This design comes from an exercise in tuning for small area, a short achievable clock period and few clock cycles per item on the open sky130 flow, not from production work. Only simulation tests tie the RTL to the original design; equivalence was not proved. Power and IR drop assume default switching activity.

==> run a <==
Design cbv_encoder, start of the top module:
module cbv_encoder (
    input  wire        clk,
    input  wire        rst,
    input  wire        cfg_we,
    input  wire [3:0]  cfg_idx,
    input  wire [63:0] cfg_value,
    input  wire [15:0] cfg_len,
    input  wire [1:0]  cfg_kind,
    input  wire        start,
    input  wire [31:0] total_bits,
    input  wire [4:0]  alpha_n,
    output reg         src_re,
    output wire [10:0] src_addr,
    input  wire [31:0] src_rdata,
    output wire        busy,
    output reg         done,
    output reg         sym_valid,
    output reg  [3:0]  sym,
    output wire        err,
    output wire [7:0]  err_code,
    output wire [31:0] err_info,
    output wire [31:0] nsym,
    output wire [31:0] total_rank,
    output wire [32:0] stream_bits,
    input  wire [3:0]  usage_sel,
    output wire [31:0] usage_q
);
    localparam NS = 5;                     
    localparam [1:0] S_IDLE = 2'd0;
    localparam [1:0] S_RUN  = 2'd1;
    localparam [1:0] S_JUMP = 2'd3;
    reg [63:0] av [0:15];
    reg [5:0]  al [0:15];
    reg        lg [0:15];
    reg        kb [0:15];
    wire [15:0] cfg_lm1  = cfg_len - 16'd1;
    wire        cfg_long = (cfg_kind != 2'd0) && (cfg_len > 16'd64);
  ...
==> flow/config.mk <==
export PLATFORM = sky130hd
export DESIGN_NAME = cbv_encoder
export DESIGN_NICKNAME = cbv_encoder
export VERILOG_FILES = /design/flow/design.v
export SDC_FILE = /design/flow/constraint.sdc
export NUM_CORES = 8
export LEC_CHECK = 0
export CAP_MARGIN = 30
export CORE_MARGIN = 2
export CORE_UTILIZATION = 50
export SETUP_SLACK_MARGIN = 5
export SLEW_MARGIN = 20
==> flow/constraint.sdc <==
create_clock -name core_clock -period 12.0 [get_ports {clk}]
set_input_delay 2.4000 -clock core_clock [delete_from_list [all_inputs] [get_ports {clk}]]
set_output_delay 2.4000 -clock core_clock [all_outputs]
set_load 0.01 [all_outputs]
run.sh (not shown) runs the stock make flow with config.mk's settings and CLKGATE_MAP_FILE= SYNTH_SCRIPT=/design/flow/synth_recipe.tcl, a recipe that flattens the netlist after the stock synthesis.
==> inputs of run b, as changes to run a <==
--- a/flow/design.v
+++ b/flow/design.v
@@ -49,10 +49,12 @@
         end
     end
     reg [16:0] total_r;
     reg [4:0]  n_r;
     reg [16:0] cur;             
+    reg [3:0]  sb;              
+    reg [7:0]  sa;              
     reg [16:0] nsym_r;          
     reg [16:0] rank_r;
     reg        err_r, enm_r;    
     reg [16:0] usage [0:15];
     reg [31:0] wb [0:NS-1];     
@@ -66,18 +68,21 @@
     reg [16:0] re;              
     reg        rinf;            
     reg        rbit;            
     reg [9:0]  jl;              
     reg        lhv;             
+    reg [17:0] lhT;             
+    reg        lhm;             
     reg [3:0]  lhi;             
     reg        lh_ok;           
     reg [4:0]  lp;              
     reg [11:0] cw;              
     reg [11:0] sp;              
     reg [31:0] sx;              
     reg        sxv;
-    reg [16:0] rs;              
+    reg [5:0]  rs;              
+    reg [1:0]  rn;              
     reg        rb;              
     reg        sdone;           
     reg        qv, qinf, qb;    
     reg [16:0] qe;              
     assign src_addr    = rq[10:0];
@@ -117,15 +122,27 @@
                 mv[k] = vb[k];
             end
         end
     end
     wire [95:0] buf3  = {wb[2], wb[1], wb[0]};
-    wire [63:0] w     = buf3[cur[4:0] +: 64];
+    reg  [91:0] wt;
+    reg  [63:0] w;
+    always @(*) begin
+        for (k = 0; k < 92; k = k + 1)
+            wt[k] = (sb[0] & buf3[k]) | (sb[1] & buf3[k+1]) |
+                    (sb[2] & buf3[k+2]) | (sb[3] & buf3[k+3]);
+        for (k = 0; k < 64; k = k + 1)
+            w[k] = (sa[0] & wt[k])    | (sa[1] & wt[k+4])  |
+                   (sa[2] & wt[k+8])  | (sa[3] & wt[k+12]) |
+                   (sa[4] & wt[k+16]) | (sa[5] & wt[k+20]) |
+                   (sa[6] & wt[k+24]) | (sa[7] & wt[k+28]);
+    end
     wire        winok = vb[0] & vb[1] & (vb[2] | (cur[4:0] == 5'd0));
     wire        active = (cur < total_r);
     wire        allb  = (w == 64'd0) || (w == 64'hFFFF_FFFF_FFFF_FFFF);
-    wire        rpos  = rinf || (re > cur);             
+    wire        rpos  = rinf || (re > cur);
+    wire        cfit  = rinf || (!lhT[17] && {1'b0, cur} <= lhT);
     reg [15:0] hit;
     reg [63:0] x;
     reg [7:0]  lt, eq, le, G, P;
     reg        fok;
     always @(*) begin
@@ -142,15 +159,16 @@
                 P[a] = 1'b1;
                 for (b = 0; b < 8; b = b + 1)
                     P[a] = P[a] & (x[8*a+b] | !le[b]);
                 fok = fok & (!lt[a] | G[a]) & (!eq[a] | P[a]);
             end
-            hit[i] = lg[i] ? (lhv && lh_ok && rpos && lhi == i) : (inuse[i] && fok);
+            hit[i] = lg[i] ? (lhv && lh_ok && cfit && lneed && lhi == i) : (inuse[i] && fok);
         end
     end
     wire any_und = !rpos && allb && (w[0] ? has1 : has0);
-    wire lstale  = !lh_ok && rpos && allb && (rbit ? has1 : has0);
+    wire lneed   = rpos && allb && (w[0] == rbit);
+    wire lstale  = lneed && (!lh_ok || (lhv && !cfit && lhm));
     reg [15:0] oh;
     reg [15:0] seen;
     always @(*) begin
         for (i = 0; i < 16; i = i + 1) begin
             seen[i] = (i == 0) ? 1'b0 : (seen[i-1] | hit[i-1]);
@@ -178,40 +196,33 @@
     wire [11:0] base1 = base + 12'd1;
     wire [11:0] base2 = base + 12'd2;
     wire [11:0] nbase = dsh[1] ? base2 : dsh[0] ? base1 : base;
     wire dec  = (state == S_RUN) && active && winok && !lstale;
     wire emit = dec && !any_und && any_hit;
-    wire qlive = qinf || (qe > cur);
-    wire cap   = dec && any_und && qv && qlive;
-    wire qpop  = qv && (cap || !qlive);
+    wire rload = (state == S_RUN) && qv && !rpos;
+    wire qpop  = rload;
     wire [11:0] jbase = {cur[16:6] + {1'b0, jl}, cur[5]};
     wire [12:0] jin   = {1'b0, re[16:5]} - {1'b0, jbase};
     wire [2:0]  fq    = rinf ? NS : jin[12] ? 3'd0 : (jin[11:0] >= NS) ? NS : jin[2:0];
-    wire        jmp   = (state == S_JUMP);
-    wire [16:0] lcur  = jmp ? {jbase[11:1], cur[5:0]} : cur;
-    wire [16:0] lend  = rpos ? re : qe;
-    wire        linf  = rpos ? rinf : qinf;
-    wire        lbit  = rpos ? rbit : qb;
-    wire [17:0] lrem  = {1'b0, lend} - {1'b0, lcur};
     reg  [15:0] lcm, lseen, lcoh;
     reg  [15:0] llen;
     reg  [3:0]  lci;
     always @(*) begin
         llen = 16'd0;
         lci  = 4'd0;
         for (i = 0; i < 16; i = i + 1) begin
-            lcm[i]   = inuse[i] && lg[i] && (kb[i] == lbit) && (!rpos || i >= lp);
+            lcm[i]   = inuse[i] && lg[i] && (kb[i] == rbit) && (i >= lp);
             lseen[i] = (i == 0) ? 1'b0 : (lseen[i-1] | lcm[i-1]);
             lcoh[i]  = lcm[i] & !lseen[i];
             llen     = llen | ({16{lcoh[i]}} & {av[i][9:0], al[i]});
             lci      = lci  | ({4{lcoh[i]}} & i[3:0]);
         end
     end
     wire        lcany = |lcm;
     wire        lmore = |(lcm & ~lcoh);      
-    wire        lfit  = linf || (!lrem[17] && lrem[16:0] > {1'b0, llen});
-    wire        leval = jmp || (state == S_RUN && !emit && (!lh_ok || cap));
+    wire [17:0] lT    = {1'b0, re} - {2'b0, llen} - 18'd1;    
+    wire        lnext = lh_ok && lstale;                         
     wire [31:0] sdiff  = sx ^ {32{rb}};
     reg  [4:0]  sctz;
     always @(*) begin
         sctz = 5'd0;
         for (k = 31; k >= 0; k = k - 1)
@@ -223,12 +234,11 @@
         stail = 6'd0;
         for (k = 0; k < 32; k = k + 1)
             if (tdiff[k]) stail = k[5:0] + 6'd1;
     end
     wire        snz    = (sdiff != 32'd0);
-    wire [17:0] sd0    = {1'b0, cw, 5'd0} - {1'b0, rs};      
-    wire        slong  = !sd0[17] && ((sd0[16:6] != 11'd0) || ({1'b0, sd0[5:0]} + {2'd0, sctz} >= 7'd64));
+    wire        slong  = rn[1] || (rn[0] && ({1'b0, sctz} >= rs));
     wire        srel   = rb ? has1 : has0;
     wire        sbeyond = ({cw, 5'd0} >= {1'b0, total_r});
     wire        sfin   = sbeyond && !rb;                      
     wire        srec   = srel && (sfin || (snz && slong));
     wire        sarr   = busy && sxv && !sdone;
@@ -240,43 +250,48 @@
                   sx[8]+sx[9]+sx[10]+sx[11]+sx[12]+sx[13]+sx[14]+sx[15]+
                   sx[16]+sx[17]+sx[18]+sx[19]+sx[20]+sx[21]+sx[22]+sx[23]+
                   sx[24]+sx[25]+sx[26]+sx[27]+sx[28]+sx[29]+sx[30]+sx[31];
     wire [11:0] rdist = rp - base;
     wire        rlt0  = (rdist < NS);
-    wire        breq  = (state == S_RUN) && active && rlt0;
+    wire        rlt1  = (rdist < NS + 1);
+    wire        rlt2  = (rdist < NS + 2);
+    wire        breq  = (state == S_RUN) && active &&
+                        (rlt0 || (emit && !jsel && (dsh[1] ? rlt2 : dsh[0] ? rlt1 : 1'b0)));
     wire [11:0] sp_e  = (sp < cw) ? cw : sp;
     wire        sreq  = busy && !breq && !sdone;
     wire [1:0]  bcls  = (rp < tw) ? 2'd2 : (rp == tw) ? 2'd1 : 2'd0;
     wire [1:0]  scls  = (sp_e < tw) ? 2'd2 : (sp_e == tw) ? 2'd1 : 2'd0;
     wire ovf = (total_bits[31:17] != 15'd0) || (total_bits[16] && total_bits[15:0] != 16'd0);
     wire scomplete = ({cw, 5'd0} >= {1'b0, total_r});
     integer u;
     always @(posedge clk) begin
+        rw   <= rq;
+        rcls <= qcls;
+        sx   <= rdat;
+    end
+    always @(posedge clk) begin
         if (rst) begin
             state     <= S_IDLE;
             done      <= 1'b0;
             sym_valid <= 1'b0;
             src_re    <= 1'b0;
             rv        <= 1'b0;
             sxv       <= 1'b0;
         end else begin
             done      <= 1'b0;
             sym_valid <= 1'b0;
-            rv        <= src_re;
-            rw        <= rq;
-            rcls      <= qcls;
+            rv        <= src_re && busy;      
             src_re    <= breq || sreq;
             if (breq) begin
                 rq   <= rp;
                 qcls <= bcls;
                 rp   <= rp + 12'd1;
             end else if (sreq) begin
                 rq   <= sp_e;
                 qcls <= scls;
                 sp   <= sp_e + 12'd1;
             end
-            sx  <= rdat;
             sxv <= rv && (rw == cw_n);
             if (sproc)
                 rank_r <= rank_r + {11'd0, pcnt};
             if (qpop) qv <= 1'b0;
             if (sarr && sblock) sp <= cw;
@@ -289,36 +304,41 @@
                     qb   <= rb;
                 end
                 if (sfin)
                     sdone <= 1'b1;
                 else if (snz) begin
-                    rs <= {cw, 5'd0} + {11'd0, stail};
+                    rs <= stail;
+                    rn <= 2'd0;
                     rb <= sx[31];
+                end else if (!rn[1]) begin
+                    rn <= rn + 2'd1;
                 end
             end
             for (k = 0; k < NS; k = k + 1) begin
                 wb[k] <= mw[k];
                 vb[k] <= mv[k];
             end
-            if (leval) begin
-                if (!lcany || (!lfit && !lmore)) begin
-                    lhv   <= 1'b0;
-                    lh_ok <= 1'b1;
-                end else if (lfit) begin
-                    lhv   <= 1'b1;
-                    lhi   <= lci;
-                    lh_ok <= 1'b1;
-                end else begin
-                    lh_ok <= 1'b0;
-                    lp    <= {1'b0, lci} + 5'd1;
-                end
-            end else if (emit && jsel) begin
+            if (rload) begin
+                re    <= qe;
+                rinf  <= qinf;
+                rbit  <= qb;
                 lh_ok <= 1'b0;
-                lp    <= {1'b0, ssel};
-            end else if (emit && lhv && lh_ok) begin
+                lp    <= 5'd0;
+            end else if (lnext) begin
                 lh_ok <= 1'b0;
-                lp    <= {1'b0, lhi};
+                lp    <= {1'b0, lhi} + 5'd1;
+            end else if (busy && !lh_ok) begin
+                lhv   <= lcany;
+                lhi   <= lci;
+                lhT   <= lT;
+                lhm   <= lmore;
+                lh_ok <= 1'b1;
+            end
+            if (sym_valid) begin
+                nsym_r <= nsym_r + 17'd1;
+                for (u = 0; u < 16; u = u + 1)
+                    if (sym == u) usage[u] <= usage[u] + 17'd1;
             end
             case (state)
                 S_IDLE: begin
                     if (start) begin
                         for (u = 0; u < 16; u = u + 1)
@@ -326,21 +346,24 @@
                         nsym_r  <= 17'd0;
                         rank_r  <= 17'd0;
                         err_r   <= 1'b0;
                         enm_r   <= 1'b0;
                         cur     <= 17'd0;
+                        sb      <= 4'b0001;
+                        sa      <= 8'b0000_0001;
                         n_r     <= alpha_n;
                         re      <= 17'd0;
                         rinf    <= 1'b0;
                         lhv     <= 1'b0;
                         lh_ok   <= 1'b1;
                         lp      <= 5'd0;
                         vb      <= {NS{1'b0}};
                         cw      <= 12'd0;
                         sp      <= 12'd0;
                         sxv     <= 1'b0;
-                        rs      <= 17'd0;
+                        rs      <= 6'd32;
+                        rn      <= 2'd0;
                         rb      <= 1'b0;
                         sdone   <= 1'b0;
                         qv      <= 1'b0;
                         total_r <= total_bits[16:0];
                         rq      <= 12'd0;
@@ -363,26 +386,21 @@
                     if (!active) begin
                         if (scomplete) begin
                             done  <= 1'b1;
                             state <= S_IDLE;
                         end
-                    end else if (cap) begin
-                        re   <= qe;
-                        rinf <= qinf;
-                        rbit <= qb;
                     end else if (dec && !any_und && !any_hit) begin
                         err_r <= 1'b1;
                         enm_r <= 1'b1;
                         done  <= 1'b1;
                         state <= S_IDLE;
                     end else if (emit) begin
                         sym_valid <= 1'b1;
                         sym       <= ssel;
-                        for (u = 0; u < 16; u = u + 1)
-                            if (oh[u]) usage[u] <= usage[u] + 17'd1;
-                        nsym_r <= nsym_r + 17'd1;
                         cur    <= {nbase, offs[4:0]};
+                        for (k = 0; k < 4; k = k + 1) sb[k] <= (offs[1:0] == k);
+                        for (k = 0; k < 8; k = k + 1) sa[k] <= (offs[4:2] == k);
                         if (jsel) begin
                             jl    <= jsel_l;
                             vb    <= {NS{1'b0}};
                             state <= S_JUMP;
                         end else begin
--- a/flow/config.mk
+++ b/flow/config.mk
@@ -5,8 +5,11 @@
 export SDC_FILE = /design/flow/constraint.sdc
 export NUM_CORES = 8
 export LEC_CHECK = 0
 export CAP_MARGIN = 30
 export CORE_MARGIN = 2
-export CORE_UTILIZATION = 50
+export CORE_UTILIZATION = 40
+export CTS_CLUSTER_DIAMETER = 100
+export CTS_CLUSTER_SIZE = 20
+export PLACE_DENSITY = 0.7
 export SETUP_SLACK_MARGIN = 5
-export SLEW_MARGIN = 20
+export SLEW_MARGIN = 50
==> inputs of run c, as changes to run a <==
--- a/flow/design.v
+++ b/flow/design.v
@@ -49,10 +49,12 @@
         end
     end
     reg [16:0] total_r;
     reg [4:0]  n_r;
     reg [16:0] cur;             
+    reg [3:0]  sb;              
+    reg [7:0]  sa;              
     reg [16:0] nsym_r;          
     reg [16:0] rank_r;
     reg        err_r, enm_r;    
     reg [16:0] usage [0:15];
     reg [31:0] wb [0:NS-1];     
@@ -73,11 +75,12 @@
     reg [4:0]  lp;              
     reg [11:0] cw;              
     reg [11:0] sp;              
     reg [31:0] sx;              
     reg        sxv;
-    reg [16:0] rs;              
+    reg [5:0]  rs;              
+    reg [1:0]  rn;              
     reg        rb;              
     reg        sdone;           
     reg        qv, qinf, qb;    
     reg [16:0] qe;              
     assign src_addr    = rq[10:0];
@@ -117,11 +120,22 @@
                 mv[k] = vb[k];
             end
         end
     end
     wire [95:0] buf3  = {wb[2], wb[1], wb[0]};
-    wire [63:0] w     = buf3[cur[4:0] +: 64];
+    reg  [91:0] wt;
+    reg  [63:0] w;
+    always @(*) begin
+        for (k = 0; k < 92; k = k + 1)
+            wt[k] = (sb[0] & buf3[k]) | (sb[1] & buf3[k+1]) |
+                    (sb[2] & buf3[k+2]) | (sb[3] & buf3[k+3]);
+        for (k = 0; k < 64; k = k + 1)
+            w[k] = (sa[0] & wt[k])    | (sa[1] & wt[k+4])  |
+                   (sa[2] & wt[k+8])  | (sa[3] & wt[k+12]) |
+                   (sa[4] & wt[k+16]) | (sa[5] & wt[k+20]) |
+                   (sa[6] & wt[k+24]) | (sa[7] & wt[k+28]);
+    end
     wire        winok = vb[0] & vb[1] & (vb[2] | (cur[4:0] == 5'd0));
     wire        active = (cur < total_r);
     wire        allb  = (w == 64'd0) || (w == 64'hFFFF_FFFF_FFFF_FFFF);
     wire        rpos  = rinf || (re > cur);             
     reg [15:0] hit;
@@ -186,32 +200,29 @@
     wire [11:0] jbase = {cur[16:6] + {1'b0, jl}, cur[5]};
     wire [12:0] jin   = {1'b0, re[16:5]} - {1'b0, jbase};
     wire [2:0]  fq    = rinf ? NS : jin[12] ? 3'd0 : (jin[11:0] >= NS) ? NS : jin[2:0];
     wire        jmp   = (state == S_JUMP);
     wire [16:0] lcur  = jmp ? {jbase[11:1], cur[5:0]} : cur;
-    wire [16:0] lend  = rpos ? re : qe;
-    wire        linf  = rpos ? rinf : qinf;
-    wire        lbit  = rpos ? rbit : qb;
-    wire [17:0] lrem  = {1'b0, lend} - {1'b0, lcur};
+    wire [17:0] lrem  = {1'b0, re} - {1'b0, lcur};
     reg  [15:0] lcm, lseen, lcoh;
     reg  [15:0] llen;
     reg  [3:0]  lci;
     always @(*) begin
         llen = 16'd0;
         lci  = 4'd0;
         for (i = 0; i < 16; i = i + 1) begin
-            lcm[i]   = inuse[i] && lg[i] && (kb[i] == lbit) && (!rpos || i >= lp);
+            lcm[i]   = inuse[i] && lg[i] && (kb[i] == rbit) && (i >= lp);
             lseen[i] = (i == 0) ? 1'b0 : (lseen[i-1] | lcm[i-1]);
             lcoh[i]  = lcm[i] & !lseen[i];
             llen     = llen | ({16{lcoh[i]}} & {av[i][9:0], al[i]});
             lci      = lci  | ({4{lcoh[i]}} & i[3:0]);
         end
     end
     wire        lcany = |lcm;
     wire        lmore = |(lcm & ~lcoh);      
-    wire        lfit  = linf || (!lrem[17] && lrem[16:0] > {1'b0, llen});
-    wire        leval = jmp || (state == S_RUN && !emit && (!lh_ok || cap));
+    wire        lfit  = rinf || (!lrem[17] && lrem[16:0] > {1'b0, llen});
+    wire        leval = jmp || (state == S_RUN && !emit && !cap && !lh_ok);
     wire [31:0] sdiff  = sx ^ {32{rb}};
     reg  [4:0]  sctz;
     always @(*) begin
         sctz = 5'd0;
         for (k = 31; k >= 0; k = k - 1)
@@ -223,12 +234,11 @@
         stail = 6'd0;
         for (k = 0; k < 32; k = k + 1)
             if (tdiff[k]) stail = k[5:0] + 6'd1;
     end
     wire        snz    = (sdiff != 32'd0);
-    wire [17:0] sd0    = {1'b0, cw, 5'd0} - {1'b0, rs};      
-    wire        slong  = !sd0[17] && ((sd0[16:6] != 11'd0) || ({1'b0, sd0[5:0]} + {2'd0, sctz} >= 7'd64));
+    wire        slong  = rn[1] || (rn[0] && ({1'b0, sctz} >= rs));
     wire        srel   = rb ? has1 : has0;
     wire        sbeyond = ({cw, 5'd0} >= {1'b0, total_r});
     wire        sfin   = sbeyond && !rb;                      
     wire        srec   = srel && (sfin || (snz && slong));
     wire        sarr   = busy && sxv && !sdone;
@@ -240,19 +250,27 @@
                   sx[8]+sx[9]+sx[10]+sx[11]+sx[12]+sx[13]+sx[14]+sx[15]+
                   sx[16]+sx[17]+sx[18]+sx[19]+sx[20]+sx[21]+sx[22]+sx[23]+
                   sx[24]+sx[25]+sx[26]+sx[27]+sx[28]+sx[29]+sx[30]+sx[31];
     wire [11:0] rdist = rp - base;
     wire        rlt0  = (rdist < NS);
-    wire        breq  = (state == S_RUN) && active && rlt0;
+    wire        rlt1  = (rdist < NS + 1);
+    wire        rlt2  = (rdist < NS + 2);
+    wire        breq  = (state == S_RUN) && active &&
+                        (rlt0 || (emit && !jsel && (dsh[1] ? rlt2 : dsh[0] ? rlt1 : 1'b0)));
     wire [11:0] sp_e  = (sp < cw) ? cw : sp;
     wire        sreq  = busy && !breq && !sdone;
     wire [1:0]  bcls  = (rp < tw) ? 2'd2 : (rp == tw) ? 2'd1 : 2'd0;
     wire [1:0]  scls  = (sp_e < tw) ? 2'd2 : (sp_e == tw) ? 2'd1 : 2'd0;
     wire ovf = (total_bits[31:17] != 15'd0) || (total_bits[16] && total_bits[15:0] != 16'd0);
     wire scomplete = ({cw, 5'd0} >= {1'b0, total_r});
     integer u;
     always @(posedge clk) begin
+        rw   <= rq;
+        rcls <= qcls;
+        sx   <= rdat;
+    end
+    always @(posedge clk) begin
         if (rst) begin
             state     <= S_IDLE;
             done      <= 1'b0;
             sym_valid <= 1'b0;
             src_re    <= 1'b0;
@@ -260,23 +278,20 @@
             sxv       <= 1'b0;
         end else begin
             done      <= 1'b0;
             sym_valid <= 1'b0;
             rv        <= src_re;
-            rw        <= rq;
-            rcls      <= qcls;
             src_re    <= breq || sreq;
             if (breq) begin
                 rq   <= rp;
                 qcls <= bcls;
                 rp   <= rp + 12'd1;
             end else if (sreq) begin
                 rq   <= sp_e;
                 qcls <= scls;
                 sp   <= sp_e + 12'd1;
             end
-            sx  <= rdat;
             sxv <= rv && (rw == cw_n);
             if (sproc)
                 rank_r <= rank_r + {11'd0, pcnt};
             if (qpop) qv <= 1'b0;
             if (sarr && sblock) sp <= cw;
@@ -289,12 +304,15 @@
                     qb   <= rb;
                 end
                 if (sfin)
                     sdone <= 1'b1;
                 else if (snz) begin
-                    rs <= {cw, 5'd0} + {11'd0, stail};
+                    rs <= stail;
+                    rn <= 2'd0;
                     rb <= sx[31];
+                end else if (!rn[1]) begin
+                    rn <= rn + 2'd1;
                 end
             end
             for (k = 0; k < NS; k = k + 1) begin
                 wb[k] <= mw[k];
                 vb[k] <= mv[k];
@@ -309,38 +327,49 @@
                     lh_ok <= 1'b1;
                 end else begin
                     lh_ok <= 1'b0;
                     lp    <= {1'b0, lci} + 5'd1;
                 end
+            end else if (cap) begin
+                lh_ok <= 1'b0;
+                lp    <= 5'd0;
             end else if (emit && jsel) begin
                 lh_ok <= 1'b0;
                 lp    <= {1'b0, ssel};
             end else if (emit && lhv && lh_ok) begin
                 lh_ok <= 1'b0;
                 lp    <= {1'b0, lhi};
             end
+            if (sym_valid) begin
+                nsym_r <= nsym_r + 17'd1;
+                for (u = 0; u < 16; u = u + 1)
+                    if (sym == u) usage[u] <= usage[u] + 17'd1;
+            end
             case (state)
                 S_IDLE: begin
                     if (start) begin
                         for (u = 0; u < 16; u = u + 1)
                             usage[u] <= 17'd0;
                         nsym_r  <= 17'd0;
                         rank_r  <= 17'd0;
                         err_r   <= 1'b0;
                         enm_r   <= 1'b0;
                         cur     <= 17'd0;
+                        sb      <= 4'b0001;
+                        sa      <= 8'b0000_0001;
                         n_r     <= alpha_n;
                         re      <= 17'd0;
                         rinf    <= 1'b0;
                         lhv     <= 1'b0;
                         lh_ok   <= 1'b1;
                         lp      <= 5'd0;
                         vb      <= {NS{1'b0}};
                         cw      <= 12'd0;
                         sp      <= 12'd0;
                         sxv     <= 1'b0;
-                        rs      <= 17'd0;
+                        rs      <= 6'd32;
+                        rn      <= 2'd0;
                         rb      <= 1'b0;
                         sdone   <= 1'b0;
                         qv      <= 1'b0;
                         total_r <= total_bits[16:0];
                         rq      <= 12'd0;
@@ -375,14 +404,13 @@
                         done  <= 1'b1;
                         state <= S_IDLE;
                     end else if (emit) begin
                         sym_valid <= 1'b1;
                         sym       <= ssel;
-                        for (u = 0; u < 16; u = u + 1)
-                            if (oh[u]) usage[u] <= usage[u] + 17'd1;
-                        nsym_r <= nsym_r + 17'd1;
                         cur    <= {nbase, offs[4:0]};
+                        for (k = 0; k < 4; k = k + 1) sb[k] <= (offs[1:0] == k);
+                        for (k = 0; k < 8; k = k + 1) sa[k] <= (offs[4:2] == k);
                         if (jsel) begin
                             jl    <= jsel_l;
                             vb    <= {NS{1'b0}};
                             state <= S_JUMP;
                         end else begin
--- a/flow/config.mk
+++ b/flow/config.mk
@@ -5,8 +5,8 @@
 export SDC_FILE = /design/flow/constraint.sdc
 export NUM_CORES = 8
 export LEC_CHECK = 0
 export CAP_MARGIN = 30
 export CORE_MARGIN = 2
-export CORE_UTILIZATION = 50
+export CORE_UTILIZATION = 30
 export SETUP_SLACK_MARGIN = 5
-export SLEW_MARGIN = 20
+export SLEW_MARGIN = 50
==> reports/metrics.csv <==
stage;metric;value;unit
floorplan;tap cells;5265;
pwr;clock share of power;42.0;%
critical_path;CP Data Arrival Time;7.95;ns
detailed_routing;1st-iter DRT viols;19000;
synth;mux share of post-synthesis cell area;1.74;%
run_status;status;timing/DRC/antenna clean;
detailed_routing;Avg Vias per Cell;6.32;
pwr;P_leak;0.0528;uW
The numbers above come from run c.

==> reports/metrics.csv <==
stage;metric;value;unit
pwr;P_leak;0.0549;uW
detailed_routing;1st-iter DRT viols;19700;
detailed_routing;Avg Vias per Cell;7.18;
run_status;status;timing/DRC/antenna clean;
pwr;clock share of power;37.7;%
The numbers above come from run a.

==> reports/metrics.csv <==
stage;metric;value;unit
clocking;CTS clk-pin slew, worst paths;0.09;ns
synth;simple-gate share of the synthesized area;15.0;%
run_status;status;timing/DRC/antenna clean;
synth;mux share of post-synthesis cell area;2.34;%
pwr;P_leak;0.0527;uW
pwr;clock share of power;32.0;%
detailed_routing;Avg Vias per Cell;7.02;
floorplan;tap cells;3958;
The numbers above come from run b.

Testbench counts of run a, summed over its fixed seeds: cycles 44,922, bits 332,171.
Testbench counts of run b, summed over its fixed seeds: cycles 44,331, bits 332,171.
Testbench counts of run c, summed over its fixed seeds: cycles 44,794, bits 332,171.

==> port drivers added, routing unchanged <==
The results above use ideal ports. As a check the final layouts listed here were re-extracted and re-timed, cells and wires unchanged. Step 1, drivers: a clkbuf_16 drives clk and a buf_2 each remaining input, both assumed. Step 2 times the ports against the registers' clock, not the clock port: input delays grow and output delays shrink by t, the midpoint of the rising clock arrivals with the driver on. Slacks: no drivers / after step 1 / after step 2; pairs: no drivers / after step 1.
| run | t (ns) | setup WS [ns] | hold slack, ns | slew at the worst register clock pin (ns) | cell pins on the clock port's net |
|---|---|---|---|---|---|
| run a | 1.000 | 4.016 / 4.016 / 4.016 | 0.470 / 0.470 / 0.470 | 0.08 / 0.08 | 1 |
| run b | 1.092 | 4.420 / 4.420 / 4.420 | 0.409 / 0.409 / 0.409 | 0.11 / 0.11 | 1 |
| run c | 1.078 | 4.709 / 4.709 / 4.709 | 0.392 / 0.392 / 0.392 | 0.07 / 0.07 | 1 |
After both steps setup and hold are still met in every run listed.
